Context: an optimization exercise on an open-source flow, tuned for small area, a short achievable clock period and few clock cycles per item. The choices shown serve that exercise and are no tape-out recipe.
The RTL was checked by simulation tests, not by an equivalence proof against the original design.
Power figures rest on the tool's default switching activity, not on a simulated workload.

==> design/flow/design.v <==
module rng90_crc_step (
    input  wire [15:0] crc_in,
    input  wire [7:0]  data,
    output wire [15:0] crc_out
);
    reg [15:0] c;
    integer i;
    always @* begin
        c = crc_in;
        for (i = 0; i < 8; i = i + 1) begin
            if (data[i] ^ c[15])
                c = {c[14:0], 1'b0} ^ 16'h8005;
            else
                c = {c[14:0], 1'b0};
        end
    end
    assign crc_out = c;
endmodule
module rng90_framer (
    input  wire        clk,
    input  wire        rst,
    input  wire        cmd_valid,
    output wire        cmd_ready,
    input  wire [7:0]  cmd_opcode,
    input  wire [7:0]  cmd_param1,
    input  wire [15:0] cmd_param2,
    input  wire [7:0]  cmd_len,
    input  wire        din_valid,
    output wire        din_ready,
    input  wire [7:0]  din_data,
    output wire        tx_valid,
    input  wire        tx_ready,
    output wire [7:0]  tx_data,
    output wire        tx_last
);
    localparam integer P_SEL  = 0,
                       P_CNT  = 1,
                       P_OP   = 2,
                       P_P1   = 3,
                       P_P2L  = 4,
                       P_P2H  = 5,
                       P_DATA = 6,
                       P_CRCL = 7,
                       P_CRCH = 8;
    reg [8:0]  ps;
    reg [7:0]  left;         
    reg        cmd_rdy, din_rdy;
    reg [15:0] crc;          
    reg        tx_v, tx_l, tx_cov;
    reg [7:0]  tx_d;
    reg        sk_v, sk_cov;  
    reg [7:0]  sk_d;
    assign cmd_ready = cmd_rdy;
    assign din_ready = din_rdy;
    assign tx_valid  = tx_v;
    assign tx_data   = tx_d;
    assign tx_last   = tx_l;
    wire pop = tx_v && tx_ready;
    wire [15:0] crc_full;    
    rng90_crc_step u_crc (
        .crc_in (crc),
        .data   (tx_d),
        .crc_out(crc_full)
    );
    wire [15:0] crc_now = (tx_v && tx_cov) ? crc_full : crc;
    wire [7:0] cnt_b  = left + 8'd7;
    wire       push_r = (ps[P_SEL] && cmd_valid) || ps[P_CNT] ||
                        ((ps[P_OP] || ps[P_P1] || ps[P_P2L]) && cmd_valid) ||
                        (cmd_valid && cmd_rdy) || (din_valid && din_rdy) ||
                        ps[P_CRCL] || ps[P_CRCH];
    wire       push   = push_r && !sk_v;
    wire [7:0] pd     = ({8{ps[P_SEL]}}  & 8'h03) |
                        ({8{ps[P_CNT]}}  & cnt_b) |
                        ({8{ps[P_OP]}}   & cmd_opcode) |
                        ({8{ps[P_P1]}}   & cmd_param1) |
                        ({8{ps[P_P2L]}}  & cmd_param2[7:0]) |
                        ({8{ps[P_P2H]}}  & cmd_param2[15:8]) |
                        ({8{ps[P_DATA]}} & din_data) |
                        ({8{ps[P_CRCL]}} & crc_now[7:0]) |
                        ({8{ps[P_CRCH]}} & crc[15:8]);
    wire       p_cov  = |ps[P_DATA:P_CNT];
    wire       p_last = ps[P_CRCH];
    wire       l_zero = (left == 8'd0);
    wire       l_one  = (left == 8'd1);
    wire [8:0] ps_adv = {ps[P_CRCL],
                         (ps[P_P2H] && l_zero) || (ps[P_DATA] && l_one),
                         (ps[P_P2H] && !l_zero) || (ps[P_DATA] && !l_one),
                         ps[P_P2L], ps[P_P1], ps[P_OP], ps[P_CNT], ps[P_SEL],
                         ps[P_CRCH]};
    wire [8:0] ps_n   = push ? ps_adv : ps;
    wire head_free = !tx_v || pop;
    wire sk_v_n    = head_free ? (sk_v && push) : (sk_v || push);
    always @(posedge clk) begin
        if (head_free) begin
            tx_d <= sk_v ? sk_d : pd;
            tx_l   <= sk_v ? ps[P_SEL] : p_last;
            tx_cov <= sk_v ? sk_cov : p_cov;
        end
        if (push && !(head_free && !sk_v)) begin
            sk_d   <= pd;
            sk_cov <= p_cov;
        end
        if (push && ps[P_SEL])
            left <= cmd_len;
        else if (push && ps[P_DATA])
            left <= left - 8'd1;
    end
    always @(posedge clk) begin
        if (rst) begin
            ps      <= 9'd1;
            cmd_rdy <= 1'b0;
            din_rdy <= 1'b0;
            crc     <= 16'h0000;
            tx_v    <= 1'b0;
            sk_v    <= 1'b0;
        end else begin
            ps      <= ps_n;
            cmd_rdy <= ps_n[P_P2H] && !sk_v_n;
            din_rdy <= ps_n[P_DATA] && !sk_v_n;
            if (pop)
                crc <= tx_l ? 16'h0000 : crc_now;
            if (head_free)
                tx_v <= sk_v || push;
            sk_v    <= sk_v_n;
        end
    end
endmodule
module rng90_validator (
    input  wire       clk,
    input  wire       rst,
    input  wire       rsp_valid,
    output wire       rsp_ready,
    input  wire [5:0] rsp_cap,
    input  wire       rx_valid,
    output wire       rx_ready,
    input  wire [7:0] rx_data,
    output wire       res_valid,
    input  wire       res_ready,
    output wire       res_ok,
    output wire [7:0] res_count,
    output wire       pl_valid,
    input  wire       pl_ready,
    output wire [7:0] pl_data,
    output wire       pl_last
);
    localparam integer DEPTH = 32;
    reg        q_v;
    reg  [5:0] q_cap;
    reg        rsp_rdy;
    reg        r_act;        
    reg  [7:0] rc;           
    reg  [5:0] cc;           
    reg        rx_rdy;
    reg        b_v, b_first, b_last, b_pay, b_hi, b_hm;
    reg  [7:0] b_d;
    reg  [7:0] cnt;
    reg [15:0] crc;
    reg        lo_ok;
    reg  [8:0] mem [0:DEPTH-1];
    reg  [5:0] wptr, cptr, rptr;
    reg        o_v, o_ok, s_v, s_ok;
    reg  [7:0] o_cnt, s_cnt;
    reg        p_v, p_l;
    reg  [7:0] p_d;
    assign rsp_ready = rsp_rdy;
    assign rx_ready  = rx_rdy;
    assign res_valid = o_v;
    assign res_ok    = o_ok;
    assign res_count = o_cnt;
    assign pl_valid  = p_v;
    assign pl_data   = p_d;
    assign pl_last   = p_l;
    wire rsp_fire = rsp_valid && rsp_rdy;
    wire rx_fire  = rx_valid && rx_rdy;
    wire first    = !r_act;
    wire a_last  = first ? ((rx_data[7:1] == 7'd0) || (q_cap == 6'd1))
                         : ((rc == 8'd2) || (cc == 6'd2));
    wire n_cov   = (rc[7:2] != 6'd0);            
    wire a_pay   = !first && n_cov && (cc[5:2] != 4'd0);
    wire       r_act_n = rx_fire ? !a_last : r_act;
    wire       q_v_n   = rsp_fire || (q_v && !(rx_fire && first));
    wire b_cov   = b_first || (rc[7:2] != 6'd0) || (rc == 8'd3);
    wire b_lo    = !b_first && (rc == 8'd2);
    wire b_plast = !b_first && (rc == 8'd3);
    wire [15:0] crc_next;
    rng90_crc_step u_crc (
        .crc_in (crc),
        .data   (b_d),
        .crc_out(crc_next)
    );
    wire ok     = b_hi && lo_ok && b_hm;
    wire push   = b_v && b_last;
    wire wr     = b_v && b_pay;
    wire commit = push && ok;
    reg  cav;                
    reg  unc;                
    wire p_pop  = (cav || (commit && unc)) && (!p_v || pl_ready);
    wire [5:0] rptr_1 = rptr + 6'd1;
    wire cav_n  = commit ? (p_pop ? (rptr_1 != wptr) : (rptr != wptr))
                         : (p_pop ? (rptr_1 != cptr) : cav);
    wire o_pop = !o_v || res_ready;
    reg        occ29, occ30, occ31;
    wire       a_pay2 = first || ((rc > 8'd4) && (cc > 6'd4));
    wire       nxt_pay = rx_fire ? a_pay2 : a_pay;
    wire       fp     = rx_fire && a_pay;
    wire       a1     = wr || fp || nxt_pay;
    wire       a2     = (wr && fp) || (wr && nxt_pay) || (fp && nxt_pay);
    wire       a3     = wr && fp && nxt_pay;
    wire       p_room = occ29 ||
                        (occ30 && (!a3 || p_pop)) ||
                        (occ31 && (!a2 || (p_pop && !a3))) ||
                        (!a1 || (p_pop && !a2));
    wire       lk     = rx_fire && a_last;
    wire       r_room = !s_v && !(o_v && push) && !(o_v && lk) && !(push && lk);
    wire       rewind = push && !ok;
    wire [5:0] wptr_n = rewind ? cptr : (wptr + {5'd0, wr});
    wire [5:0] rptr_n = p_pop ? rptr_1 : rptr;
    reg  [5:0] occ;
    wire [5:0] occ_w   = occ + {5'd0, wr};
    wire [5:0] occ_wm1 = occ + {5'd0, wr} - 6'd1;
    wire [5:0] occ_c   = cptr - rptr;
    wire [5:0] occ_cm1 = cptr - rptr - 6'd1;
    wire [5:0] occ_n   = rewind ? (p_pop ? occ_cm1 : occ_c) : (p_pop ? occ_wm1 : occ_w);
    wire       o_le28 = !occ[5] && (occ[4:0] <= 5'd28);
    wire       o_29   = (occ == 6'd29);
    wire       o_30   = (occ == 6'd30);
    wire       o_31   = (occ == 6'd31);
    wire       o_32   = (occ == 6'd32);
    wire       x_le29 = o_le28 || (o_29 && !wr);
    wire       x_30   = wr ? o_29 : o_30;
    wire       x_31   = wr ? o_30 : o_31;
    wire       x_32   = wr ? o_31 : o_32;
    wire       n_le29 = x_le29 || (p_pop && x_30);
    wire       n_30   = p_pop ? x_31 : x_30;
    wire       n_31   = p_pop ? x_32 : x_31;
    always @(posedge clk) begin
        if (rsp_fire)
            q_cap <= rsp_cap;
        if (rx_fire) begin
            rc      <= first ? rx_data : rc - 8'd1;
            cc      <= first ? q_cap   : cc - 6'd1;
            b_d     <= rx_data;
            b_first <= first;
            b_last  <= a_last;
            b_pay   <= a_pay;
            b_hi    <= !first && (rc == 8'd2);
            b_hm    <= (rx_data == crc[15:8]);
        end
        if (b_v) begin
            if (b_first) cnt <= b_d;
            if (b_first)
                lo_ok <= 1'b0;
            else if (b_lo)
                lo_ok <= (b_d == crc[7:0]);
        end
        if (wr)
            mem[wptr[4:0]] <= {b_plast, b_d};
        if (p_pop) begin
            p_d <= mem[rptr[4:0]][7:0];
            p_l <= mem[rptr[4:0]][8];
        end
        if (o_pop) begin
            if (s_v) begin
                o_ok  <= s_ok;
                o_cnt <= s_cnt;
            end else begin
                o_ok  <= ok;
                o_cnt <= cnt;
            end
        end
        if (push && (s_v || !o_pop)) begin
            s_ok  <= ok;
            s_cnt <= cnt;
        end
    end
    always @(posedge clk) begin
        if (rst) begin
            q_v     <= 1'b0;
            rsp_rdy <= 1'b0;
            r_act   <= 1'b0;
            rx_rdy  <= 1'b0;
            b_v     <= 1'b0;
            crc     <= 16'h0000;
            wptr    <= 6'd0;
            cptr    <= 6'd0;
            rptr    <= 6'd0;
            occ29   <= 1'b1;
            cav     <= 1'b0;
            unc     <= 1'b0;
            occ     <= 6'd0;
            occ30   <= 1'b0;
            occ31   <= 1'b0;
            o_v     <= 1'b0;
            s_v     <= 1'b0;
            p_v     <= 1'b0;
        end else begin
            q_v     <= q_v_n;
            rsp_rdy <= !q_v_n;
            r_act   <= r_act_n;
            rx_rdy  <= (r_act_n || q_v_n) && p_room && r_room;
            b_v     <= rx_fire;
            if (b_v && b_last)
                crc <= 16'h0000;
            else if (b_v && b_cov)
                crc <= crc_next;
            if (commit)
                cptr <= wptr + {5'd0, wr};
            wptr  <= wptr_n;
            rptr  <= rptr_n;
            cav   <= cav_n;
            unc   <= !push && (unc || wr);
            occ   <= occ_n;
            occ29 <= n_le29;
            occ30 <= n_30;
            occ31 <= n_31;
            if (p_pop)
                p_v <= 1'b1;
            else if (pl_ready)
                p_v <= 1'b0;
            if (o_pop) begin
                o_v <= s_v || push;
                s_v <= s_v && push;
            end else if (push)
                s_v <= 1'b1;
        end
    end
endmodule
module rng90_codec (
    input  wire        clk,
    input  wire        rst,
    input  wire        cmd_valid,
    output wire        cmd_ready,
    input  wire [7:0]  cmd_opcode,
    input  wire [7:0]  cmd_param1,
    input  wire [15:0] cmd_param2,
    input  wire [7:0]  cmd_len,
    input  wire        din_valid,
    output wire        din_ready,
    input  wire [7:0]  din_data,
    output wire        tx_valid,
    input  wire        tx_ready,
    output wire [7:0]  tx_data,
    output wire        tx_last,
    input  wire        rsp_valid,
    output wire        rsp_ready,
    input  wire [5:0]  rsp_cap,
    input  wire        rx_valid,
    output wire        rx_ready,
    input  wire [7:0]  rx_data,
    output wire        res_valid,
    input  wire        res_ready,
    output wire        res_ok,
    output wire [7:0]  res_count,
    output wire        pl_valid,
    input  wire        pl_ready,
    output wire [7:0]  pl_data,
    output wire        pl_last
);
    rng90_framer u_framer (
        .clk       (clk),
        .rst       (rst),
        .cmd_valid (cmd_valid),
        .cmd_ready (cmd_ready),
        .cmd_opcode(cmd_opcode),
        .cmd_param1(cmd_param1),
        .cmd_param2(cmd_param2),
        .cmd_len   (cmd_len),
        .din_valid (din_valid),
        .din_ready (din_ready),
        .din_data  (din_data),
        .tx_valid  (tx_valid),
        .tx_ready  (tx_ready),
        .tx_data   (tx_data),
        .tx_last   (tx_last)
    );
    rng90_validator u_validator (
        .clk      (clk),
        .rst      (rst),
        .rsp_valid(rsp_valid),
        .rsp_ready(rsp_ready),
        .rsp_cap  (rsp_cap),
        .rx_valid (rx_valid),
        .rx_ready (rx_ready),
        .rx_data  (rx_data),
        .res_valid(res_valid),
        .res_ready(res_ready),
        .res_ok   (res_ok),
        .res_count(res_count),
        .pl_valid (pl_valid),
        .pl_ready (pl_ready),
        .pl_data  (pl_data),
        .pl_last  (pl_last)
    );
endmodule
==> design/flow/flow/run.sh <==
#!/bin/bash
# The standard layout, with plain buffers on the ports (instead of the delay
# cells buffer_ports picks by default), resizing not tied to footprints, and
# a flatter clock tree (larger sink clusters, no dummy loads).
set -euo pipefail
bash standard.sh \
  "BUFFER_PORTS_ARGS=-buffer_cell sky130_fd_sc_hd__buf_2" \
  MATCH_CELL_FOOTPRINT=0 \
  "CTS_ARGS=-sink_clustering_enable -repair_clock_nets -sink_clustering_size 24 -sink_clustering_max_diameter 80 -dont_use_dummy_load" \
  finish > flow_make.log 2>&1
==> design/flow/standard.sh <==
#!/bin/bash
# synth_recipe.tcl (not shown) runs the flow's synth.tcl, then flattens the netlist and writes it again
# the make line also repeats each setting of config.mk as NAME=value (left out here)
make -C /OpenROAD-flow-scripts/flow DESIGN_CONFIG=/design/flow/config.mk WORK_HOME=/design/flow/orfs CLKGATE_MAP_FILE= SYNTH_SCRIPT=/design/flow/synth_recipe.tcl "${@:-finish}"
==> design/flow/config.mk <==
export PLATFORM = sky130hd
export DESIGN_NAME = rng90_codec
export DESIGN_NICKNAME = rng90_codec
export VERILOG_FILES = /design/flow/design.v
export SDC_FILE = /design/flow/constraint.sdc
export NUM_CORES = 4
export LEC_CHECK = 0
export ABC_CLOCK_PERIOD_IN_PS = 2400
export CAP_MARGIN = 20
export CORE_MARGIN = 2
export CORE_UTILIZATION = 55
export PLACE_DENSITY = 0.72
export SETUP_SLACK_MARGIN = 3.1
export SLEW_MARGIN = 20
==> design/flow/constraint.sdc <==
create_clock -name core_clock -period 5.5 [get_ports {clk}]
set_input_delay 1.1000 -clock core_clock [delete_from_list [all_inputs] [get_ports {clk}]]
set_output_delay 1.1000 -clock core_clock [all_outputs]
set_load 0.01 [all_outputs]
==> impl_metrics.py, run 1 <==
metrics = {
    "finish": {
        "fin_nets": 1550,
        "antenna_cells": 0,
        "syn2layout_area_growth_pct": 11.0,
        "final_core_util_pct": 61.5,
        "multi_input_area_um2": 6830,
        "num-fill-cells": 2628,
        "drive_gt1_share_pct": 24.0,
        "regArea_um2": 13200,
    },
    "sta": {
        "max_freq_mhz": 412,
        "worst_clock_skew_ns": 0.0387,
        "tightestPinTransition_ns": 1.14,
        "min_period_ns": 2.43,
        "drv_slew": 0,
        "rsz0062_at_grt": "true",
        "period_share_pct": 44.1,
        "hold_ws_ns": 0.452,
        "relSlewSlack_pct": 23.7,
        "setup_tns_ns": 0,
        "hold_viol": 0,
        "setup_viol_count_final": 0,
    },
    "global_routing": {
        "grt_max_degree": 61,
        "first_global_vias": 11500,
        "grt_use_total_pct": 24.0,
        "antenna_found_initial": 0,
        "overflow": 0,
        "grt_first_pass_wirelength_mm": 69.2,
    },
    "placement": {
        "gp_congestion": 0.858,
        "io_buffers": 104,
        "hpwlAfterDp_mm": 29.0,
    },
    "routing": {
        "drcViolationCount": 0,
        "first_pass_iters": 5,
        "ant_nets": 0,
        "viasPerCell": 6.17,
        "dr_total_vias": 11900,
        "wl_mm": 46.4,
        "wire_per_inst_um": 24.1,
        "drt_first_iter_violations": 1157,
    },
    "critical_path": {
        "arrival_ns": 2.84,
        "critPathLaunchType": "register",
        "worstSetupPathType": "reg2reg",
        "crit_path_max_fanout": 8,
        "crit_required_ns": 5.91,
        "end_kind": "register",
    },
    "power_and_ir_drop": {
        "p_leak_nw": 7.18,
        "p_total_mw": 6.27,
        "p_per_area_nw_per_um2": 280,
        "max-vdd-ir-drop_mv": 0.266,
    },
    "yosys": {
        "ys_ff_latch": 466,
        "syn_nets": 1438,
        "synth_top_area_share_pct": 57.2,
        "synth-edff-count": 384,
        "yosysTopAreaCell": "edfxtp_1",
        "ys_types": 71,
        "syn_avg_cell_area_um2": 15.0,
        "yosys_most_used_dff": "edfxtp_1",
        "async_flop_share_pct": 0,
        "synth_warnings": 3,
        "synthCells": 1345,
        "synth_area_um2": 20200,
        "yosysSeqAreaShare_pct": 65.4,
        "synth.area.top_cells": "edfxtp_1 57%, mux4_2 10%, dfxtp_1 8.1%",
    },
    "die": {
        "core_um2": 36300,
        "die_x_um": 195,
        "num_io_pins": 105,
        "die_h_um": 195,
        "start_util_pct": 55.4,
        "dieArea_um2": 38200,
        "row_count": 70,
    },
    "outcome": {
        "outcome": "complete, no violations",
    },
    "cts": {
        "cts_tree": "built",
        "path_clk_slew_ns": 0.10,
        "cts_root_buffer": "clkbuf_16",
        "clk_latency_ns": 0.56,
        "cts_buffers": 26,
        "htree_levels": 1,
        "clkSinkCount": 466,
        "cts_buffer_depth": 3,
    },
    "min_path": {
        "hp-class": "reg2reg",
    },
    "flow_run": {
        "drv_cap": 0,
    },
}
[state kept, by name (all words and copies together), names as in the netlist, 6 cells and up]
name and count:
u_framer.crc 16, u_framer.left 8, u_framer.ps 9, u_framer.sk_d 8
u_framer.tx_d 8, u_validator.b_d 8, u_validator.cc 6, u_validator.cnt 8
u_validator.cptr 6, u_validator.crc 16, u_validator.mem 288, u_validator.o_cnt 8
u_validator.occ 6, u_validator.p_d 8, u_validator.q_cap 6, u_validator.rc 8
u_validator.rptr 6, u_validator.s_cnt 8, u_validator.wptr 6
[worst paths after layout]
| path | startpoint | end | slack [ns] | depth (start not counted) |
|---|---|---|---|---|
| worst max register to register | u_validator.b_pay | u_validator.occ[5] | 3.07 | 10 |
| worst min register to register | u_validator.cnt[7] | u_validator.s_cnt[7] | 0.45 | 0 |
| worst min-delay path | u_validator.cnt[7] | u_validator.s_cnt[7] | 0.45 | 0 |
| worst max-delay path | u_validator.b_pay | u_validator.occ[5] | 3.07 | 10 |
[report_power, final]
part / total, mW / switching [mW] / internal (mW)
clock network: 1.88 / 1.04 / 0.839
logic: 0.469 / 0.253 / 0.216
registers: 3.92 / 0.0608 / 3.86
[final cells by class]
| type | instances | area share (%) |
|---|---|---|
| repair buffers | 151 | 4.41 |
| clock buffers | 26 | 2.91 |
| inverters | 29 | 0.543 |
| flip-flops and latches | 466 | 59.0 |
| multi-input cells | 783 | 30.5 |
| well taps | 468 | 2.62 |
[cell usage after synthesis (all sizes together) (5+ instances only)]
cell type	n
a2111oi	6
a211oi	25
a21oi	50
a22oi	32
a31oi	7
and2	9
and3	5
buf	15
clkbuf	52
dfxtp	82
edfxtp	384
ha	21
inv	28
mux2	21
mux2i	8
mux4	90
nand2	95
nand3	24
nand3b	5
nand4	7
nor2	132
nor2b	7
nor3	20
nor3b	7
nor4	9
o211ai	5
o21a	6
o21ai	24
o31ai	5
or3	8
xnor2	82
xnor3	5
xor2	23
[placed cells by master, fill, tap and decap left out, types with 12 or more instances in the layout]
master       n
clkbuf_16   26
mux2_2      19
nor2_1     119
edfxtp_1   384
dfxtp_1     76
a21oi_1     49
mux4_2      90
xor2_1      22
nand2_1     91
nor3_1      18
buf_4       36
a22oi_1     32
buf_2      104
xnor2_1     74
ha_1        20
a211oi_1    23
inv_1       22
o21ai_0     12
nor2_2      13
nand3_1     24
[metal layers]
metal	vias to the layer above	GRT usage (%)	wire length (µm)
li1	5364	-	-
met1	5967	33.5	18900
met2	472	40.3	23100
met3	68	3.13	3300
met4	0	6.30	1110
met5	-	0	0
[per-stage QoR]
stage	cells	cell area, µm²	setup WS, ns
floorplan	1345	20200	3.10
global placement	1868	21200	2.46
detailed placement	1869	21200	2.40
CTS	1904	22100	2.98
global route	1923	22400	2.92
finish	1923	22400	3.07
[cells by family (layout without fill, tap and decap cells)]
kind of cell	Yosys count	in the layout	synth area share, %
flip-flops	466	466	65.4
AND/OR/NAND/NOR	341	341	7.74
AO/OA/AOI/OAI	190	190	6.46
multiplexers	119	119	11.6
XOR/XNOR	111	111	5.47
buffers and inverters	96	206	1.94
adder cells (fa/ha/maj)	22	22	1.40
[timing repair]
action | in CTS | in global routing
setup endpoints to repair | 251 | 95
resized for setup | 20 | 19
pin swaps | 1 | 6
setup buffers | 9 | 19
gates cloned | 0 | 0
hold buffers | 0 | 0
[critical path, cell delays in order, from the launching register on]
cell,delay [ns]
edfxtp_1,0.42
nand2_4,0.12
inv_4,0.07
ha_1,0.23
ha_4,0.20
xor2_1,0.19
or3_4,0.38
a2111oi_2,0.35
xnor2_1,0.12
o21ai_1,0.15
a21oi_1,0.06
Testbench counts, summed over its fixed seeds: cycles 38,863, items 2,080.
==> run 2, diff against run 1 <==
==> design/flow/config.mk (replaced) <==
export PLATFORM = sky130hd
export DESIGN_NAME = rng90_codec
export DESIGN_NICKNAME = rng90_codec
export VERILOG_FILES = /design/flow/design.v
export SDC_FILE = /design/flow/constraint.sdc
export NUM_CORES = 4
export LEC_CHECK = 0
export ABC_CLOCK_PERIOD_IN_PS = 2000
export CAP_MARGIN = 20
export CORE_MARGIN = 2
export CORE_UTILIZATION = 55
export PLACE_DENSITY = 0.72
export SETUP_SLACK_MARGIN = 3.25
export SLEW_MARGIN = 20
==> run 2 against run 1 <==
  * Global-route usage shrank 0.063 points
  * Register-to-register slack gained 0.08 ns
  * Design area rose by 1.6%
  * Critical endpoint is now tx_data[5]
==> impl_metrics.py, run 2 <==
metrics = {
    "cts": {
        "clk_latency_ns": 0.57,
        "hold_buffers": 0,
        "path_clk_slew_ns": 0.10,
        "cts_buffers": 24,
        "htree_levels": 1,
        "cts_tree": "built",
        "clkSinkCount": 466,
        "cts_root_buffer": "clkbuf_16",
        "cts_buffer_depth": 3,
    },
    "sta": {
        "relSlewSlack_pct": 30.8,
        "hold_viol": 0,
        "min_period_ns": 2.36,
        "drv_slew": 0,
        "setup_viol_count_final": 0,
        "period_share_pct": 42.9,
        "max_freq_mhz": 424,
        "tightestPinTransition_ns": 1.03,
        "setup_tns_ns": 0,
        "worst_clock_skew_ns": 0.0432,
        "rsz0062_at_grt": "true",
    },
    "critical_path": {
        "cp-startpoint": "u_framer.tx_d[5]",
        "arrival_ns": 1.26,
        "r2r-start": "u_framer.tx_d[5]",
        "crit_required_ns": 4.40,
        "end_kind": "primary output",
        "rr_endpoint": "u_framer.tx_d[1]",
        "crit_path_max_fanout": 2,
        "rrSetupSlack_ns": 3.15,
        "worstSetupPathType": "reg2out",
        "critPathCapture": "tx_data[5]",
        "reg2reg_depth": 7,
        "critPathLaunchType": "register",
    },
    "routing": {
        "first_pass_iters": 5,
        "viasPerCell": 6.18,
        "drt_first_iter_violations": 1260,
        "wl_mm": 45.9,
        "ant_nets": 0,
        "dr_total_vias": 11900,
        "wire_per_inst_um": 23.8,
        "drcViolationCount": 0,
    },
    "yosys": {
        "yosysSeqAreaShare_pct": 65.4,
        "synth-edff-count": 384,
        "yosysTopAreaCell": "edfxtp_1",
        "synth_most_common_cell": "edfxtp_1",
        "async_flop_share_pct": 0,
        "synth_warnings": 3,
        "syn_avg_cell_area_um2": 15.0,
        "synthTopCellsByCount": "384 x edfxtp_1, 132 x nor2_1, 94 x nand2_1",
        "yosys_most_used_dff": "edfxtp_1",
        "ys_ff_latch": 466,
        "synthCells": 1345,
        "ys_types": 71,
        "synth_area_um2": 20200,
        "synth_top_area_share_pct": 57.2,
        "syn_nets": 1438,
        "synth.area.top_cells": "edfxtp_1 57%, mux4_2 10%, dfxtp_1 8.1%",
    },
    "die": {
        "dieArea_um2": 38200,
        "start_util_pct": 55.4,
        "die_x_um": 195,
        "core_um2": 36300,
        "row_count": 70,
        "die_h_um": 195,
        "num_io_pins": 105,
    },
    "min_path": {
        "whs_path_depth": 2,
        "hp-class": "reg2reg",
    },
    "outcome": {
        "outcome": "complete, no violations",
    },
    "power_and_ir_drop": {
        "p_total_mw": 6.24,
        "p_leak_nw": 7.26,
        "max-vdd-ir-drop_mv": 0.204,
        "p_per_area_nw_per_um2": 274,
    },
    "global_routing": {
        "overflow": 0,
        "grt_use_total_pct": 23.9,
        "grt_max_degree": 62,
        "antenna_found_initial": 0,
        "first_global_vias": 11600,
        "grt_first_pass_wirelength_mm": 69.2,
    },
    "finish": {
        "largest_register_ffs": 288,
        "layout_common_cells": "384 x edfxtp_1, 103 x nor2_1, 99 x buf_2",
        "num-fill-cells": 2583,
        "syn2layout_area_growth_pct": 12.8,
        "antenna_cells": 0,
        "fin_nets": 1555,
        "layout_commonest_cell": "edfxtp_1",
        "drive_gt1_share_pct": 26.8,
        "final_cells": 1928,
    },
    "placement": {
        "io_buffers": 104,
        "gp_congestion": 0.899,
        "dp.cells": 1868,
        "hpwlAfterDp_mm": 28.6,
    },
    "flow_run": {
        "drv_cap": 0,
    },
}
-- run 2: worst min path at each step --
stage | endpoint | from
global route | u_validator.s_cnt[7] | u_validator.cnt[7]
floorplan | u_validator.s_cnt[0] | u_validator.cnt[0]
detailed placement | u_validator.s_cnt[7] | u_validator.cnt[7]
finish | u_validator.wptr[0] | u_validator.cptr[0]
global placement | u_validator.s_cnt[5] | u_validator.cnt[5]
CTS | u_validator.s_cnt[7] | u_validator.cnt[7]
-- run 2: power by group --
part           leakage (nW)  internal, mW  switching (mW)
registers              4.13          3.86          0.0637
clock network         0.296         0.778            1.02
logic                  2.84         0.250           0.266
total                  7.26          4.89            1.35
-- run 2: layout make-up --
type / count / area (µm²) / area share (%)
Tap cell: 468 / 586 / 2.58
Timing Repair Buffer: 158 / 1150 / 5.07
Multi-Input combinational cell: 783 / 7070 / 31.1
Clock buffer: 24 / 601 / 2.64
Sequential cell: 466 / 13200 / 58.0
Inverter: 29 / 129 / 0.567
-- run 2: layer usage --
metal,global-route usage (%),part of all wire (%),vias to the layer above
met5,0,0,-
met4,5.17,1.9,0
met3,2.33,6.2,64
met2,41.4,51,469
met1,33.3,41,6010
li1,-,-,5381
-- run 2: what timing repair did --
action / 4_1_cts / 5_1_grt
pin swaps: 13 / 11
setup buffers: 26 / 9
cloned: 0 / 1
resized for setup: 52 / 49
endpoints found under the setup margin: 345 / 120
-- run 2: stage by stage --
step                      hold slack [ns]  util (%)  area, µm²  worst slack (ns)
after floorplan                     0.422         -      20300              3.10
after global placement              0.433      58.5      21200              2.38
after detailed placement            0.435      58.6      21300              2.29
after CTS                           0.438      61.6      22400              3.15
after global routing                0.462      62.5      22700              3.08
final                               0.439      62.5      22700              3.14
-- run 2: cell families (layout without fill, tap and decap cells) --
family                   count (synthesis)  in the layout  share of synthesized area, %
flip-flops                             466            466                          65.4
XOR/XNOR                               111            111                          5.47
AND/OR/NAND/NOR                        341            341                          7.74
buffers and inverters                   96            211                          1.94
multiplexers                           119            119                          11.6
AO/OA/AOI/OAI                          190            190                          6.46
adder cells (fa/ha/maj)                 22             22                          1.40
-- run 2: critical path: stages (launching register included) --
cell,delay (ns)
edfxtp_1,0.43
buf_4,0.16
buf_2,0.13
==> run 3, diff against run 2 <==
--- a/design/flow/config.mk
+++ b/design/flow/config.mk
@@ -5,6 +5,7 @@
 export SDC_FILE = /design/flow/constraint.sdc
 export NUM_CORES = 4
 export LEC_CHECK = 0
+export ABC_AREA = 1
 export ABC_CLOCK_PERIOD_IN_PS = 2000
 export CAP_MARGIN = 20
 export CORE_MARGIN = 2
==> run 3 against run 2 <==
  * Die area grew 0.70%
  * Sequential power grew 8.9%
  * Clock power grew 3%
  * First-iteration DRC count grew 5.3%
  * Global-route usage grew 2.1 points
  * Wire length grew 14%
  * Critical path depth is the same
  * Synthesized cell count grew 41%
  * Power grew 24%
  * Highest routed layer unchanged
  * Core utilization grew 0.71 points
  * Clock skew grew 0.032 ns
==> impl_metrics.py, run 3 <==
metrics = {
    "cts": {
        "clkSinkCount": 466,
        "cts_root_buffer": "clkbuf_16",
        "clk_latency_ns": 0.59,
        "cts_tree": "built",
        "cts_buffers": 25,
        "cts_buffer_depth": 3,
        "htree_levels": 1,
        "path_clk_slew_ns": 0.10,
    },
    "routing": {
        "first_pass_iters": 6,
        "drcViolationCount": 0,
        "wire_per_inst_um": 21.2,
        "wl_mm": 52.5,
        "dr_total_vias": 14900,
        "ant_nets": 0,
        "drt_first_iter_violations": 1327,
        "viasPerCell": 6.04,
    },
    "die": {
        "start_util_pct": 55.7,
        "row_count": 70,
        "die_h_um": 196,
        "die_x_um": 196,
        "num_io_pins": 105,
        "dieArea_um2": 38500,
        "core_um2": 36400,
    },
    "sta": {
        "hold_viol": 0,
        "min_period_ns": 2.40,
        "max_freq_mhz": 417,
        "setup_tns_ns": 0,
        "drv_slew": 0,
        "rsz0062_at_grt": "true",
        "period_share_pct": 43.6,
        "setup_viol_count_final": 0,
        "tightestPinTransition_ns": 0.912,
        "relSlewSlack_pct": 39.0,
        "layout_setup_ws_ns": 3.10,
        "worst_clock_skew_ns": 0.0755,
    },
    "finish": {
        "final_core_util_pct": 63.2,
        "layout_common_cells": "384 x edfxtp_1, 260 x nor2_1, 230 x nand2_1",
        "drive_gt1_share_pct": 17.5,
        "fin_nets": 2102,
        "largest_register_ffs": 288,
        "syn2layout_area_growth_pct": 13.5,
        "layout_commonest_cell": "edfxtp_1",
        "final_cells": 2475,
        "antenna_cells": 0,
    },
    "critical_path": {
        "arrival_ns": 1.30,
        "critPathLaunchType": "register",
        "crit_path_max_fanout": 4,
        "worstSetupPathType": "reg2out",
        "crit_required_ns": 4.40,
        "rrSetupSlack_ns": 3.11,
        "end_kind": "primary output",
    },
    "yosys": {
        "yosysTopAreaCell": "edfxtp_1",
        "synth_top_area_share_pct": 56.8,
        "synthCells": 1900,
        "yosysSeqAreaShare_pct": 64.9,
        "synthTopCellsByCount": "384 x edfxtp_1, 299 x nor2_1, 257 x nand2_1",
        "synth.area.top_cells": "edfxtp_1 57%, dfxtp_1 8.1%, o21ai_0 5.6%",
        "synth-edff-count": 384,
        "synth_area_um2": 20300,
        "synth_warnings": 3,
        "syn_nets": 1993,
        "ys_ff_latch": 466,
        "async_flop_share_pct": 0,
        "yosys_most_used_dff": "edfxtp_1",
        "synth_most_common_cell": "edfxtp_1",
        "ys_types": 47,
        "syn_avg_cell_area_um2": 10.7,
    },
    "power_and_ir_drop": {
        "p_total_mw": 7.75,
        "p_per_area_nw_per_um2": 337,
        "p_leak_nw": 8.25,
        "max-vdd-ir-drop_mv": 0.346,
    },
    "placement": {
        "dp.cells": 2396,
        "io_buffers": 104,
        "hpwlAfterDp_mm": 30.9,
        "pre_cts_slack_ns": 2.15,
        "gp_congestion": 0.907,
    },
    "flow_run": {
        "drv_cap": 0,
    },
    "global_routing": {
        "grt_first_pass_wirelength_mm": 77.9,
        "antenna_found_initial": 0,
        "overflow": 0,
        "grt_max_degree": 75,
        "first_global_vias": 14300,
        "grt_use_total_pct": 26.0,
    },
    "outcome": {
        "outcome": "complete, no violations",
    },
    "min_path": {
        "hp-class": "reg2reg",
    },
}
run 3: cell count changes after synthesis, sizes merged, moves of 23 or more:
cell	before	now
o221ai	2	54
o21ai	24	233
xor2	23	49
a22oi	32	2
xnor2	82	19
clkbuf	52	83
mux4	90	0
nor2	132	299
o22ai	0	23
inv	28	115
nand3	24	74
nand2	95	266
run 3: cell type report:
cell class / instances / area [µm²]
Timing Repair inverter: 3 / 15.0
Tap cell: 468 / 586
Clock buffer: 25 / 626
Fill cell: 2870 / 13400
Timing Repair Buffer: 173 / 1280
Multi-Input combinational cell: 1217 / 6850
Sequential cell: 466 / 13200
Inverter: 123 / 498
run 3: what timing repair did:
action	4_1_cts	5_1_grt
gates resized for setup	88	104
buffers inserted	14	32
hold buffers	0	0
cloned	4	4
pin swaps	4	43
setup endpoints to repair	346	226
hold endpoints to repair	0	0
run 3: critical path, stage by stage (launching register included):
cell and delay [ns]:
edfxtp_1 0.49, buf_6 0.16, buf_6 0.11
run 3: cell families (layout without fill, tap and decap cells):
| group | count (synthesis) | count (layout) | share of synthesized area (%) |
|---|---|---|---|
| xor+xnor | 68 | 68 | 2.97 |
| simple gates | 689 | 689 | 13.9 |
| buf+inv | 217 | 324 | 4.07 |
| fa+ha+maj | 22 | 22 | 1.39 |
| compound gates | 438 | 438 | 12.7 |
| flops | 466 | 466 | 64.9 |
run 3: routing by layer:
layer | track usage [%] | vias up | routed length (µm)
met1 | 34.5 | 7287 | 20600
met2 | 44.0 | 630 | 26000
li1 | - | 6940 | -
met4 | 7.97 | 0 | 1390
met3 | 4.68 | 91 | 4520
met5 | 0 | - | 0
run 3: metrics by stage:
step / cell area (µm²) / hold WS [ns]
after detailed placement: 21200 / 0.444
after floorplan: 20300 / 0.427
after global routing: 23000 / 0.487
after CTS: 22300 / 0.465
final: 23000 / 0.461
after global placement: 21200 / 0.438
run 3: path summary, 6_finish.rpt:
check	start	cells past startpoint	to
setup reg to reg	u_validator.b_pay	5	u_validator.mem[30][6]
hold / removal	u_validator.cnt[5]	0	u_validator.s_cnt[5]
hold reg to reg	u_validator.cnt[5]	0	u_validator.s_cnt[5]
setup / recovery	u_framer.tx_d[1]	2	tx_data[1]
run 3: power by group:
part	total (mW)	switching [mW]	internal [mW]	leakage, nW
sequential	4.27	0.223	4.05	4.20
combinational	1.62	1.01	0.604	3.74
clock	1.86	1.06	0.809	0.308
==> run 4, diff against run 3 <==
--- a/design/flow/config.mk
+++ b/design/flow/config.mk
@@ -5,11 +5,10 @@
 export SDC_FILE = /design/flow/constraint.sdc
 export NUM_CORES = 4
 export LEC_CHECK = 0
-export ABC_AREA = 1
 export ABC_CLOCK_PERIOD_IN_PS = 2000
 export CAP_MARGIN = 20
 export CORE_MARGIN = 2
 export CORE_UTILIZATION = 55
 export PLACE_DENSITY = 0.72
-export SETUP_SLACK_MARGIN = 3.25
+export SETUP_SLACK_MARGIN = 3.3
 export SLEW_MARGIN = 20
==> run 4 against run 3 <==
  * Register-to-register slack better by 0.11 ns
  * Sequential power down 8.0%
  * Design area fell by 1.1%
  * Power shrank 19%
  * Critical endpoint is now tx_data[0]
==> impl_metrics.py, run 4 <==
metrics = {
    "yosys": {
        "synthCells": 1345,
        "synthTopCellsByCount": "384 x edfxtp_1, 132 x nor2_1, 94 x nand2_1",
        "async_flop_share_pct": 0,
        "synth_warnings": 3,
        "syn_avg_cell_area_um2": 15.0,
        "synth_most_common_cell": "edfxtp_1",
        "yosysTopAreaCell": "edfxtp_1",
        "synth-edff-count": 384,
        "yosys_most_used_dff": "edfxtp_1",
        "ys_types": 71,
        "synth_area_um2": 20200,
        "yosysSeqAreaShare_pct": 65.4,
        "synth_top_area_share_pct": 57.2,
        "synth.area.top_cells": "edfxtp_1 57%, mux4_2 10%, dfxtp_1 8.1%",
        "syn_nets": 1438,
        "ys_ff_latch": 466,
    },
    "routing": {
        "drt_first_iter_violations": 1031,
        "dr_total_vias": 11900,
        "first_pass_iters": 5,
        "viasPerCell": 6.17,
        "wl_mm": 45.7,
        "drcViolationCount": 0,
        "wire_per_inst_um": 23.7,
        "ant_nets": 0,
    },
    "critical_path": {
        "rr_endpoint": "u_validator.occ[5]",
        "cp_num_buf_inv": 1,
        "crit_required_ns": 4.40,
        "reg2reg_depth": 8,
        "rrSetupSlack_ns": 3.22,
        "critPathLaunchType": "register",
        "arrival_ns": 1.21,
        "end_kind": "primary output",
        "worstSetupPathType": "reg2out",
        "path_delay_family": "flip-flops",
        "crit_path_max_fanout": 2,
        "path_cells": "buf_2",
        "cp_slowest_cell": "edfxtp_1",
        "cp_slowest_stage_delay_ns": 0.49,
        "r2r-start": "u_validator.rptr[4]",
        "cp-startpoint": "u_framer.tx_d[0]",
    },
    "sta": {
        "max_freq_mhz": 433,
        "tightestPinTransition_ns": 1.03,
        "setup_tns_ns": 0,
        "layout_setup_ws_ns": 3.19,
        "min_period_ns": 2.31,
        "period_share_pct": 42.0,
        "hold_viol": 0,
        "relSlewSlack_pct": 30.9,
        "rsz0062_at_grt": "true",
        "worst_clock_skew_ns": 0.0639,
        "drv_slew": 0,
        "setup_viol_count_final": 0,
    },
    "global_routing": {
        "grt_first_pass_wirelength_mm": 68.2,
        "grt_use_total_pct": 23.4,
        "antenna_found_initial": 0,
        "first_global_vias": 11800,
        "grt_max_degree": 39,
        "overflow": 0,
    },
    "power_and_ir_drop": {
        "swShare_pct": 21.8,
        "switchingPower_mw": 1.37,
        "pwr-share-clk_pct": 28.8,
        "combinationalPowerShare_pct": 8.5,
        "internal_power_mw": 4.89,
        "p_leak_nw": 7.27,
        "max-vdd-ir-drop_mv": 0.238,
        "p_total_mw": 6.26,
        "p_seq_share_pct": 62.7,
        "p_per_area_nw_per_um2": 275,
    },
    "die": {
        "die_h_um": 195,
        "num_io_pins": 105,
        "core_um2": 36300,
        "die_x_um": 195,
        "dieArea_um2": 38200,
        "row_count": 70,
        "start_util_pct": 55.4,
    },
    "cts": {
        "path_clk_slew_ns": 0.09,
        "hold_buffers": 0,
        "clk_latency_ns": 0.57,
        "htree_levels": 1,
        "cts_root_buffer": "clkbuf_16",
        "cts_buffers": 24,
        "clkSinkCount": 466,
        "cts_tree": "built",
        "cts_buffer_depth": 3,
    },
    "placement": {
        "dp.cells": 1864,
        "hpwlAfterDp_mm": 28.0,
        "pre_cts_slack_ns": 2.38,
        "io_buffers": 104,
        "gp_congestion": 0.871,
    },
    "finish": {
        "layout_common_cells": "384 x edfxtp_1, 103 x buf_2, 102 x nor2_1",
        "drive_gt1_share_pct": 28.6,
        "layout_commonest_cell": "edfxtp_1",
        "largest_register_ffs": 288,
        "final_cells": 1925,
        "final_core_util_pct": 62.7,
        "antenna_cells": 0,
        "syn2layout_area_growth_pct": 13.0,
        "fin_nets": 1552,
    },
    "min_path": {
        "hp-start": "u_validator.cnt[6]",
        "whs_path_depth": 0,
        "hold-path-endpoint": "u_validator.s_cnt[6]",
        "hp-class": "reg2reg",
    },
    "flow_run": {
        "drv_cap": 0,
    },
    "outcome": {
        "outcome": "complete, no violations",
    },
}
==> run 4: cell types whose count changed after synthesis, moves of 30 or more <==
cell and delta:
inv_1 -87, xnor2_1 +57, a22oi_1 +30, nand2_1 -163, clkbuf_1 -31, o221ai_1 -52
nand3_1 -49, o21ai_0 -216, nor2_1 -167, mux4_2 +90
==> run 4: how the worst max path moves through the flow <==
stage,end,depth (start not counted)
6_report,tx_data[0],1
3_3_place_gp,u_validator.occ[5],7
5_1_grt,u_validator.occ[5],8
4_1_cts,u_validator.occ[5],10
2_1_floorplan,u_validator.occ[5],7
3_5_place_dp,u_validator.occ[5],7
==> run 4: area by class of cell <==
| class | instances | area (µm²) |
|---|---|---|
| clock buffers | 24 | 601 |
| repair inverters | 1 | 5.00 |
| well taps | 468 | 586 |
| fillers | 2563 | 13600 |
| flip-flops and latches | 466 | 13200 |
| repair buffers | 154 | 1060 |
| inverters | 29 | 138 |
| multi-input cells | 783 | 7190 |
==> run 4: power groups by stage <==
stage	Clock [mW]	Sequential [mW]	Combinational (mW)
6_report	1.80	3.93	0.531
4_1_cts	1.83	3.92	0.467
3_5_place_dp	0	4.00	0.439
2_1_floorplan	0	3.99	0.315
5_1_grt	1.94	3.93	0.572
3_3_place_gp	0	4.00	0.431
==> run 4: stage by stage <==
step / hold slack, ns / instance area (µm²)
after global placement: 0.438 / 21300
after floorplan: 0.422 / 20400
after detailed placement: 0.440 / 21300
after CTS: 0.456 / 22300
final: 0.459 / 22800
after global routing: 0.472 / 22800
==> run 4: what timing repair did <==
item / in CTS / in global routing
setup buffers: 16 / 17
resized for setup: 56 / 64
setup endpoints to repair: 403 / 165
pin swaps: 2 / 21
gates cloned: 0 / 4
==> run 4: cell families (layout without fill, tap and decap cells) <==
group	Yosys count	after routing	share of synthesized area, %
mux	119	119	11.6
buf+inv	96	208	1.94
xor+xnor	111	111	5.47
compound gates	190	190	6.46
flops	466	466	65.4
simple gates	341	341	7.74
fa+ha+maj	22	22	1.40
==> run 4: routing by layer <==
| layer | track usage (%) | share of wire (%) | vias to the layer above |
|---|---|---|---|
| met4 | 5.37 | 1.8 | 0 |
| met1 | 32.8 | 41 | 6051 |
| met2 | 40.0 | 51 | 405 |
| met3 | 2.66 | 5.8 | 51 |
| li1 | - | - | 5367 |
| met5 | 0 | 0 | - |
==> run 5, diff against run 4 <==
--- a/design/flow/flow/run.sh
+++ b/design/flow/flow/run.sh
@@ -6,5 +6,5 @@
 bash standard.sh \
   "BUFFER_PORTS_ARGS=-buffer_cell sky130_fd_sc_hd__buf_2" \
   MATCH_CELL_FOOTPRINT=0 \
-  "CTS_ARGS=-sink_clustering_enable -repair_clock_nets -sink_clustering_size 24 -sink_clustering_max_diameter 80 -dont_use_dummy_load" \
+  "CTS_ARGS=-sink_clustering_enable -repair_clock_nets -sink_clustering_size 30 -sink_clustering_max_diameter 100 -dont_use_dummy_load" \
   finish > flow_make.log 2>&1
==> run 5 against run 4 <==
  * Design area barely moved
  * First-iteration DRC count rose by 12%
  * Sequential cell count did not move
  * Combinational power barely moved
  * Worst setup slack got worse by 0.0011 ns
  * Sequential share of layout area barely moved
  * Power fell by 3.0%
  * Wire length rose by 0.57%
  * Register-to-register slack barely moved
  * Critical endpoint unchanged
  * Largest cell class unchanged
==> impl_metrics.py, run 5 <==
metrics = {
    "outcome": {
        "outcome": "complete, no violations",
    },
    "critical_path": {
        "crit_path_max_fanout": 2,
        "cp_slowest_stage_delay_ns": 0.50,
        "arrival_ns": 1.21,
        "end_kind": "primary output",
        "path_cells": "buf_2",
        "critPathLaunchType": "register",
        "worstSetupPathType": "reg2out",
        "crit_required_ns": 4.40,
        "path_delay_family": "flip-flops",
        "cp_num_buf_inv": 1,
        "cp_slowest_cell": "edfxtp_1",
    },
    "cts": {
        "hold_buffers": 0,
        "cts_root_buffer": "clkbuf_16",
        "cts_tree": "built",
        "clkSinkCount": 466,
        "clk_latency_ns": 0.55,
        "cts_buffers": 19,
        "htree_levels": 1,
        "cts_buffer_depth": 3,
        "path_clk_slew_ns": 0.11,
    },
    "finish": {
        "multi_input_area_um2": 7200,
        "regArea_um2": 13200,
        "fin_area_um2": 22800,
        "largest_register_ffs": 288,
        "num-fill-cells": 2566,
        "layout_common_cells": "384 x edfxtp_1, 103 x buf_2, 102 x nor2_1",
        "fin_nets": 1555,
        "antenna_cells": 0,
        "final_cells": 1928,
        "drive_gt1_share_pct": 29.0,
        "syn2layout_area_growth_pct": 13.0,
        "layout_commonest_cell": "edfxtp_1",
    },
    "yosys": {
        "synthAdderAreaFrac_pct": 1.40,
        "ys_ff_latch": 466,
        "syn_nets": 1438,
        "synthSimpleGateAreaFrac_pct": 7.74,
        "synth_xor_area_share_pct": 5.47,
        "synth_most_common_cell": "edfxtp_1",
        "yosysTopAreaCell": "edfxtp_1",
        "synth.area.top_cells": "edfxtp_1 57%, mux4_2 10%, dfxtp_1 8.1%",
        "synth-edff-count": 384,
        "synthTopCellsByCount": "384 x edfxtp_1, 132 x nor2_1, 94 x nand2_1",
        "synth_top_family_by_area": "multiplexers",
        "synth_warnings": 3,
        "ys_types": 71,
        "yosys_most_used_dff": "edfxtp_1",
        "synth_top_area_share_pct": 57.2,
        "syn_avg_cell_area_um2": 15.0,
        "yosysSeqAreaShare_pct": 65.4,
        "async_flop_share_pct": 0,
        "synthCells": 1345,
        "synthMuxAreaShare_pct": 11.6,
        "synth_area_um2": 20200,
        "synth_compound_area_share_pct": 6.46,
    },
    "routing": {
        "ant_nets": 0,
        "wire_per_inst_um": 23.8,
        "first_pass_iters": 7,
        "drcViolationCount": 0,
        "drt_first_iter_violations": 1159,
        "dr_total_vias": 12000,
        "viasPerCell": 6.22,
        "wl_mm": 46.0,
    },
    "die": {
        "die_x_um": 195,
        "row_count": 70,
        "core_um2": 36300,
        "dieArea_um2": 38200,
        "die_h_um": 195,
        "num_io_pins": 105,
        "start_util_pct": 55.4,
    },
    "sta": {
        "period_share_pct": 42.0,
        "hold_viol": 0,
        "relSlewSlack_pct": 29.6,
        "max_freq_mhz": 433,
        "setup_tns_ns": 0,
        "drv_slew": 0,
        "layout_setup_ws_ns": 3.19,
        "worst_clock_skew_ns": 0.0377,
        "tightestPinTransition_ns": 1.05,
        "rsz0062_at_grt": "true",
        "setup_viol_count_final": 0,
        "min_period_ns": 2.31,
    },
    "placement": {
        "hpwlAfterDp_mm": 28.0,
        "pre_cts_slack_ns": 2.38,
        "io_buffers": 104,
        "dp.cells": 1864,
        "gp_congestion": 0.871,
        "place_area_um2": 21300,
    },
    "power_and_ir_drop": {
        "internal_power_mw": 4.74,
        "switchingPower_mw": 1.33,
        "max-vdd-ir-drop_mv": 0.192,
        "swShare_pct": 22.0,
        "pwr-share-clk_pct": 26.7,
        "p_leak_nw": 7.27,
        "p_total_mw": 6.08,
        "p_per_area_nw_per_um2": 267,
        "combinationalPowerShare_pct": 8.7,
        "p_seq_share_pct": 64.6,
    },
    "global_routing": {
        "first_global_vias": 11700,
        "grt_max_degree": 39,
        "overflow": 0,
        "grt_use_total_pct": 23.5,
        "antenna_found_initial": 0,
        "grt_first_pass_wirelength_mm": 68.3,
    },
    "flow_run": {
        "drv_cap": 0,
    },
    "min_path": {
        "hp-class": "reg2reg",
    },
}
==> run 5: final cells by class <==
class	instances	area share, %
clock buffers	19	2.09
inverters	29	0.615
multi-input cells	783	31.6
flip-flops and latches	466	58.0
well taps	468	2.57
repair buffers	162	5.14
repair inverters	1	0.0220
==> run 5: cells by family after synthesis <==
family          count (synthesis)
mux                           119
buf+inv                        96
compound gates                190
xor+xnor                      111
flops                         466
fa+ha+maj                      22
simple gates                  341
==> run 5: worst reg2reg max path: stages (launching register included) <==
cell	delay [ns]
dfxtp_4	0.42
nand2_4	0.09
buf_4	0.15
or3_1	0.56
nor2_2	0.69
==> run 5: worst paths after layout <==
check	slack, ns	to	depth (start not counted)	start
max	3.19	tx_data[0]	1	u_framer.tx_d[0]
min	0.47	u_validator.s_cnt[1]	0	u_validator.cnt[1]
max reg2reg	3.23	u_validator.mem[28][7]	4	u_validator.b_v
min reg2reg	0.47	u_validator.s_cnt[1]	0	u_validator.cnt[1]
==> run 5: metrics by stage <==
step	util, %	hold slack, ns
global route	62.7	0.484
finish	62.7	0.466
CTS	61.1	0.465
floorplan	-	0.422
detailed placement	58.6	0.440
global placement	58.6	0.438
==> run 5: what timing repair did <==
| item | in CTS | in global routing |
|---|---|---|
| endpoints found under the setup margin | 410 | 137 |
| gates resized for setup | 69 | 57 |
| pin swaps | 4 | 21 |
| cloned | 1 | 5 |
| setup buffers | 17 | 22 |
==> run 5: power groups by stage <==
stage / logic, mW / registers, mW / clock network (mW)
global placement: 0.431 / 4.00 / 0
global route: 0.571 / 3.93 / 1.75
detailed placement: 0.439 / 4.00 / 0
finish: 0.529 / 3.93 / 1.62
CTS: 0.469 / 3.92 / 1.65
floorplan: 0.315 / 3.99 / 0
==> run 5: per-layer routing <==
layer  part of all wire [%]  vias up  wire (µm)  track usage (%)
li1                       -     5377          -                -
met1                     41     6105      18900             33.0
met2                     51      447      23300             40.4
met3                    6.2       69       2840             2.31
met4                    2.0        0        907             5.03
met5                      0        -          0                0
==> run 6, diff against run 5 <==
==> design/flow/config.mk (replaced) <==
export PLATFORM = sky130hd
export DESIGN_NAME = rng90_codec
export DESIGN_NICKNAME = rng90_codec
export VERILOG_FILES = /design/flow/design.v
export SDC_FILE = /design/flow/constraint.sdc
export NUM_CORES = 4
export LEC_CHECK = 0
export ABC_CLOCK_PERIOD_IN_PS = 1800
export CAP_MARGIN = 20
export CORE_MARGIN = 2
export CORE_UTILIZATION = 55
export PLACE_DENSITY = 0.72
export SETUP_SLACK_MARGIN = 3.35
export SLEW_MARGIN = 20
==> run 6 against run 5 <==
  * Still clean
  * Hold slack got worse by 0.0051 ns
  * Combinational power increased by 9.5%
  * Critical path depth increased by 1
  * Critical path type unchanged
  * Largest cell class unchanged
==> impl_metrics.py, run 6 <==
metrics = {
    "outcome": {
        "outcome": "complete, no violations",
    },
    "global_routing": {
        "grt_use_total_pct": 24.0,
        "grt_first_pass_wirelength_mm": 69.6,
        "grt_max_degree": 40,
        "overflow": 0,
        "antenna_found_initial": 0,
        "first_global_vias": 11900,
    },
    "power_and_ir_drop": {
        "p_per_area_nw_per_um2": 263,
        "max-vdd-ir-drop_mv": 0.264,
        "p_leak_nw": 7.47,
    },
    "critical_path": {
        "cp_slowest_cell": "edfxtp_1",
        "critPathLaunchType": "register",
        "crit_path_max_fanout": 2,
        "arrival_ns": 1.21,
        "path_cells": "buf_4 -> buf_2",
        "worstSetupPathType": "reg2out",
        "crit_required_ns": 4.40,
        "cp_slowest_stage_delay_ns": 0.40,
        "end_kind": "primary output",
    },
    "yosys": {
        "yosys_most_used_dff": "edfxtp_1",
        "synthTopCellsByCount": "384 x edfxtp_1, 132 x nor2_1, 94 x nand2_1",
        "synth_area_um2": 20200,
        "synth_most_common_cell": "edfxtp_1",
        "syn_nets": 1438,
        "synthCells": 1345,
        "syn_avg_cell_area_um2": 15.0,
        "async_flop_share_pct": 0,
        "ys_ff_latch": 466,
        "synth_warnings": 3,
        "yosysTopAreaCell": "edfxtp_1",
        "synth.area.top_cells": "edfxtp_1 57%, mux4_2 10%, dfxtp_1 8.1%",
        "synth_top_area_share_pct": 57.2,
        "synth-edff-count": 384,
        "ys_types": 71,
        "yosysSeqAreaShare_pct": 65.4,
    },
    "finish": {
        "largest_register_ffs": 288,
        "num-fill-cells": 2525,
        "regArea_um2": 13200,
        "fin_area_um2": 23300,
        "drive_gt1_share_pct": 31.8,
        "syn2layout_area_growth_pct": 15.8,
        "fin_nets": 1583,
        "layout_common_cells": "384 x edfxtp_1, 101 x buf_2, 95 x nor2_1",
        "layout_commonest_cell": "edfxtp_1",
        "antenna_cells": 0,
        "multi_input_area_um2": 7460,
    },
    "placement": {
        "gp_congestion": 0.839,
        "pre_cts_slack_ns": 2.56,
        "place_area_um2": 21400,
        "hpwlAfterDp_mm": 28.5,
        "io_buffers": 104,
    },
    "sta": {
        "setup_viol_count_final": 0,
        "max_freq_mhz": 434,
        "rsz0062_at_grt": "true",
        "drv_slew": 0,
        "setup_tns_ns": 0,
        "hold_viol": 0,
        "min_period_ns": 2.31,
        "layout_setup_ws_ns": 3.19,
        "hold_ws_ns": 0.461,
        "worst_clock_skew_ns": 0.0388,
        "tightestPinTransition_ns": 0.992,
        "period_share_pct": 41.9,
        "relSlewSlack_pct": 33.6,
    },
    "cts": {
        "cts_buffer_depth": 3,
        "cts_tree": "built",
        "path_clk_slew_ns": 0.12,
        "cts_buffers": 19,
        "htree_levels": 1,
        "clk_latency_ns": 0.55,
        "cts_root_buffer": "clkbuf_16",
        "clkSinkCount": 466,
    },
    "die": {
        "dieArea_um2": 38200,
        "start_util_pct": 55.4,
        "die_h_um": 195,
        "die_x_um": 195,
        "core_um2": 36300,
        "num_io_pins": 105,
        "row_count": 70,
    },
    "routing": {
        "wire_per_inst_um": 23.9,
        "ant_nets": 0,
        "drt_first_iter_violations": 1336,
        "dr_total_vias": 12300,
        "viasPerCell": 6.27,
        "first_pass_iters": 5,
        "wl_mm": 46.8,
        "drcViolationCount": 0,
    },
    "flow_run": {
        "drv_cap": 0,
    },
    "min_path": {
        "hp-class": "reg2reg",
    },
}
-- run 6: cell counts after synthesis --
No cell type changed its count.
-- run 6: through the flow --
step	cells	util (%)	total power, mW
2_1_floorplan	1345	-	4.31
3_3_place_gp	1863	58.7	4.43
3_5_place_dp	1864	58.8	4.44
4_1_cts	1926	62.4	6.11
5_1_grt	1956	64.2	6.32
6_report	1956	64.2	6.13
-- run 6: per-layer routing --
layer  track usage, %  vias up  part of all wire, %
met1             34.7     6305                   41
met2             39.2      471                   49
li1                 -     5428                    -
met5                0        -                    0
met3             3.73       62                  7.9
met4             4.95        0                  2.0
-- run 6: critical path, delay by kind of cell (launching register included) --
kind	cells	cell delay, ns
DFF	1	0.40
buffers and inverters	2	0.27
-- run 6: cells by family after synthesis --
logic type	Yosys count	share of synthesized area (%)
compound gates	190	6.46
fa+ha+maj	22	1.40
buf+inv	96	1.94
flops	466	65.4
xor+xnor	111	5.47
simple gates	341	7.74
mux	119	11.6
-- run 6: layout make-up --
class | instances | share of cell area, %
timing repair inverter | 1 | 0.0214
multi-input combinational | 784 | 31.9
timing repair buffer | 189 | 6.32
inverter | 29 | 0.584
sequential | 466 | 56.6
tap | 468 | 2.51
clock buffer | 19 | 2.04
-- run 6: final timing paths --
| path | from | slack (ns) | cells after the start | endpoint |
|---|---|---|---|---|
| worst min register to register | u_validator.cnt[2] | 0.46 | 0 | u_validator.s_cnt[2] |
| worst max register to register | u_validator.rptr[0] | 3.23 | 7 | u_validator.p_d[4] |
| worst max-delay path | u_framer.tx_d[4] | 3.19 | 2 | tx_data[4] |
| worst min-delay path | u_validator.cnt[2] | 0.46 | 0 | u_validator.s_cnt[2] |
-- run 6: report_power, final --
group | internal [mW] | leakage (nW) | switching [mW]
clock | 0.627 | 0.234 | 1.00
combinational | 0.290 | 3.09 | 0.289
sequential | 3.86 | 4.14 | 0.0603
-- run 6: repair_timing --
item,CTS,global route
endpoints found under the setup margin,418,292
hold buffers,0,0
buffers inserted,40,25
gates cloned,3,5
gates resized for setup,117,62
pin swaps,22,34
==> run 7, diff against run 6 <==
--- a/design/flow/flow/run.sh
+++ b/design/flow/flow/run.sh
@@ -6,5 +6,5 @@
 bash standard.sh \
   "BUFFER_PORTS_ARGS=-buffer_cell sky130_fd_sc_hd__buf_2" \
   MATCH_CELL_FOOTPRINT=0 \
-  "CTS_ARGS=-sink_clustering_enable -repair_clock_nets -sink_clustering_size 30 -sink_clustering_max_diameter 100 -dont_use_dummy_load" \
+  "CTS_ARGS=-sink_clustering_enable -repair_clock_nets -sink_clustering_size 27 -sink_clustering_max_diameter 90 -dont_use_dummy_load" \
   finish > flow_make.log 2>&1
==> design/flow/config.mk (replaced) <==
export PLATFORM = sky130hd
export DESIGN_NAME = rng90_codec
export DESIGN_NICKNAME = rng90_codec
export VERILOG_FILES = /design/flow/design.v
export SDC_FILE = /design/flow/constraint.sdc
export NUM_CORES = 4
export LEC_CHECK = 0
export ABC_CLOCK_PERIOD_IN_PS = 2200
export CAP_MARGIN = 20
export CORE_MARGIN = 2
export CORE_UTILIZATION = 55
export PLACE_DENSITY = 0.72
export SETUP_SLACK_MARGIN = 3.3
export SLEW_MARGIN = 20
==> run 7 against run 6 <==
  * Largest cell class unchanged
  * Clock power rose by 4%
  * Register-to-register slack worse by 0.04 ns
  * Design area is 2.1% lower
==> impl_metrics.py, run 7 <==
metrics = {
    "yosys": {
        "yosysSeqAreaShare_pct": 65.4,
        "synth_compound_area_share_pct": 6.46,
        "syn_avg_cell_area_um2": 15.0,
        "synth-edff-count": 384,
        "synth_most_common_cell": "edfxtp_1",
        "ys_types": 71,
        "async_flop_share_pct": 0,
        "ys_ff_latch": 466,
        "yosysTopAreaCell": "edfxtp_1",
        "synth_top_family_by_area": "multiplexers",
        "synthAdderAreaFrac_pct": 1.40,
        "synthTopCellsByCount": "384 x edfxtp_1, 132 x nor2_1, 94 x nand2_1",
        "synthCells": 1345,
        "synth_xor_area_share_pct": 5.47,
        "yosys_most_used_dff": "edfxtp_1",
        "synthSimpleGateAreaFrac_pct": 7.74,
        "synth_area_um2": 20200,
        "syn_nets": 1438,
        "synth_top_area_share_pct": 57.2,
        "synth.area.top_cells": "edfxtp_1 57%, mux4_2 10%, dfxtp_1 8.1%",
        "synth_warnings": 3,
        "synthMuxAreaShare_pct": 11.6,
    },
    "placement": {
        "gp_congestion": 0.871,
        "pre_cts_slack_ns": 2.38,
        "dp.cells": 1864,
        "io_buffers": 104,
        "hpwlAfterDp_mm": 28.0,
    },
    "finish": {
        "layout_common_cells": "384 x edfxtp_1, 103 x buf_2, 97 x nor2_1",
        "fin_nets": 1552,
        "drive_gt1_share_pct": 29.0,
        "largest_register_ffs": 288,
        "syn2layout_area_growth_pct": 13.3,
        "antenna_cells": 0,
        "final_cells": 1925,
        "layout_commonest_cell": "edfxtp_1",
        "num-fill-cells": 2562,
    },
    "global_routing": {
        "grt_max_degree": 39,
        "grt_first_pass_wirelength_mm": 68.4,
        "grt_use_total_pct": 23.5,
        "antenna_found_initial": 0,
        "first_global_vias": 11700,
        "overflow": 0,
    },
    "sta": {
        "period_share_pct": 41.9,
        "setup_tns_ns": 0,
        "relSlewSlack_pct": 31.3,
        "setup_viol_count_final": 0,
        "worst_clock_skew_ns": 0.0406,
        "max_freq_mhz": 433,
        "rsz0062_at_grt": "true",
        "min_period_ns": 2.31,
        "tightestPinTransition_ns": 1.03,
        "drv_slew": 0,
        "layout_setup_ws_ns": 3.19,
        "hold_viol": 0,
    },
    "power_and_ir_drop": {
        "combinationalPowerShare_pct": 8.6,
        "p_per_area_nw_per_um2": 269,
        "switchingPower_mw": 1.35,
        "pwr-share-clk_pct": 27.6,
        "p_leak_nw": 7.28,
        "max-vdd-ir-drop_mv": 0.249,
        "swShare_pct": 21.9,
        "internal_power_mw": 4.80,
        "p_seq_share_pct": 63.8,
    },
    "routing": {
        "drcViolationCount": 0,
        "drt_first_iter_violations": 996,
        "viasPerCell": 6.19,
        "wl_mm": 45.9,
        "dr_wl_met2_mm": 23.3,
        "met1_length_mm": 19.0,
        "ant_nets": 0,
        "wire_per_inst_um": 23.9,
        "wl_met3_mm": 2.64,
        "dr_total_vias": 11900,
        "top_layer": "met4",
        "first_pass_iters": 7,
    },
    "flow_run": {
        "drv_cap": 0,
    },
    "die": {
        "die_x_um": 195,
        "die_h_um": 195,
        "start_util_pct": 55.4,
        "row_count": 70,
        "dieArea_um2": 38200,
        "num_io_pins": 105,
        "core_um2": 36300,
    },
    "critical_path": {
        "rrSetupSlack_ns": 3.19,
        "path_delay_family": "simple AND/OR/NAND/NOR gates",
        "critPathLaunchType": "register",
        "cp_slowest_cell": "nor2_2",
        "end_kind": "register",
        "crit_path_max_fanout": 9,
        "arrival_ns": 2.47,
        "worstSetupPathType": "reg2reg",
        "cp_num_buf_inv": 1,
        "path_cells": "nand2_4 -> buf_4 -> or3_1 -> nor2_2",
        "cp_slowest_stage_delay_ns": 0.73,
        "crit_required_ns": 5.66,
    },
    "cts": {
        "cts_buffers": 21,
        "cts_buffer_depth": 3,
        "htree_levels": 1,
        "path_clk_slew_ns": 0.10,
        "clk_latency_ns": 0.55,
        "cts_root_buffer": "clkbuf_16",
        "hold_buffers": 0,
        "cts_tree": "built",
        "clkSinkCount": 466,
    },
    "outcome": {
        "outcome": "complete, no violations",
    },
    "min_path": {
        "hp-class": "reg2reg",
    },
}
==> run 7: worst register-to-register path: cells and delay by family, from the launching register on <==
kind          cells  cell delay [ns]
buf+inv           1             0.15
simple gates      3             1.36
flops             1             0.42
==> run 7: cell type report <==
type,instances,area (µm²),area share (%)
multi-input cells,783,7220,31.6
repair inverters,1,5.00,0.0219
inverters,29,135,0.592
well taps,468,586,2.56
clock buffers,21,526,2.30
repair buffers,157,1160,5.09
flip-flops and latches,466,13200,57.8
==> run 7: path summary, 6_finish.rpt <==
kind,from,end,depth (start not counted)
setup / recovery,u_validator.b_v,u_validator.mem[28][7],4
hold / removal,u_validator.cnt[1],u_validator.s_cnt[1],0
setup reg to reg,u_validator.b_v,u_validator.mem[28][7],4
hold reg to reg,u_validator.cnt[1],u_validator.s_cnt[1],0
==> run 7: cell families after synthesis <==
logic type / Yosys count
XOR/XNOR: 111
AO/OA/AOI/OAI: 190
buffers and inverters: 96
multiplexers: 119
adder cells (fa/ha/maj): 22
flip-flops: 466
AND/OR/NAND/NOR: 341
==> run 7: repair_timing <==
action                                  CTS  global route
setup buffers                            19            15
gates cloned                              1             5
resized for setup                        72            60
pin swaps                                 3            22
endpoints found under the setup margin  410           134
==> run 7: through the flow <==
stage                     hold slack, ns  power (mW)  util (%)  cell area, µm²
final                              0.462        6.15      62.8           22800
after detailed placement           0.440        4.44      58.6           21300
after global routing               0.478        6.34      62.8           22800
after floorplan                    0.422        4.31         -           20400
after CTS                          0.461        6.12      61.4           22300
after global placement             0.438        4.43      58.6           21300
==> run 7: metal layers <==
layer	GRT usage, %	vias to the layer above
met2	40.4	440
li1	-	5361
met5	0	-
met4	5.09	0
met1	33.0	6062
met3	2.30	61
==> run 7: power by group through the flow <==
| stage | combinational (mW) | sequential [mW] | clock [mW] |
|---|---|---|---|
| final | 0.532 | 3.93 | 1.69 |
| after global routing | 0.573 | 3.93 | 1.83 |
| after CTS | 0.470 | 3.92 | 1.73 |
| after detailed placement | 0.439 | 4.00 | 0 |
| after global placement | 0.431 | 4.00 | 0 |
| after floorplan | 0.315 | 3.99 | 0 |

separate check: timing with driven ports:
The results above use ideal ports. As a check the final layouts listed here were re-extracted and re-timed, cells and wires unchanged.
Step 1 (the two cells are an assumption about what drives the block):
set clk [get_ports {clk}]
set_driving_cell -lib_cell sky130_fd_sc_hd__clkbuf_16 $clk
set_driving_cell -lib_cell sky130_fd_sc_hd__buf_2 [delete_from_list [all_inputs] $clk]
Step 2 also shifts input and output timing later by t, the mid clock arrival at the registers, as if the neighbouring blocks saw the same clock.
Slacks: ideal / step 1 / step 2; pairs: ideal / step 1.
run	t, ns	slack for setup (ns)	worst hold slack (ns)	worst slew at a driven data input, ns
run 1	0.597	3.073 / 3.064 / 2.648	0.452 / 0.452 / 0.452	0.05
run 2	0.603	3.141 / 3.083 / 2.726	0.439 / 0.439 / 0.439	0.04
run 3	0.603	3.101 / 3.047 / 2.802	0.461 / 0.461 / 0.461	0.04
run 4	0.591	3.191 / 3.137 / 2.704	0.459 / 0.459 / 0.459	0.05
run 5	0.592	3.190 / 3.133 / 2.789	0.466 / 0.466 / 0.466	0.04
run 6	0.586	3.195 / 3.138 / 2.815	0.461 / 0.461 / 0.461	0.05
run 7	0.585	3.193 / 3.143 / 2.794	0.462 / 0.462 / 0.462	0.04
After both steps setup and hold are still met in every run listed. For run 4, which loses most, drivers alone change the setup slack by -0.054 ns; drivers and shift together by -0.487 ns.
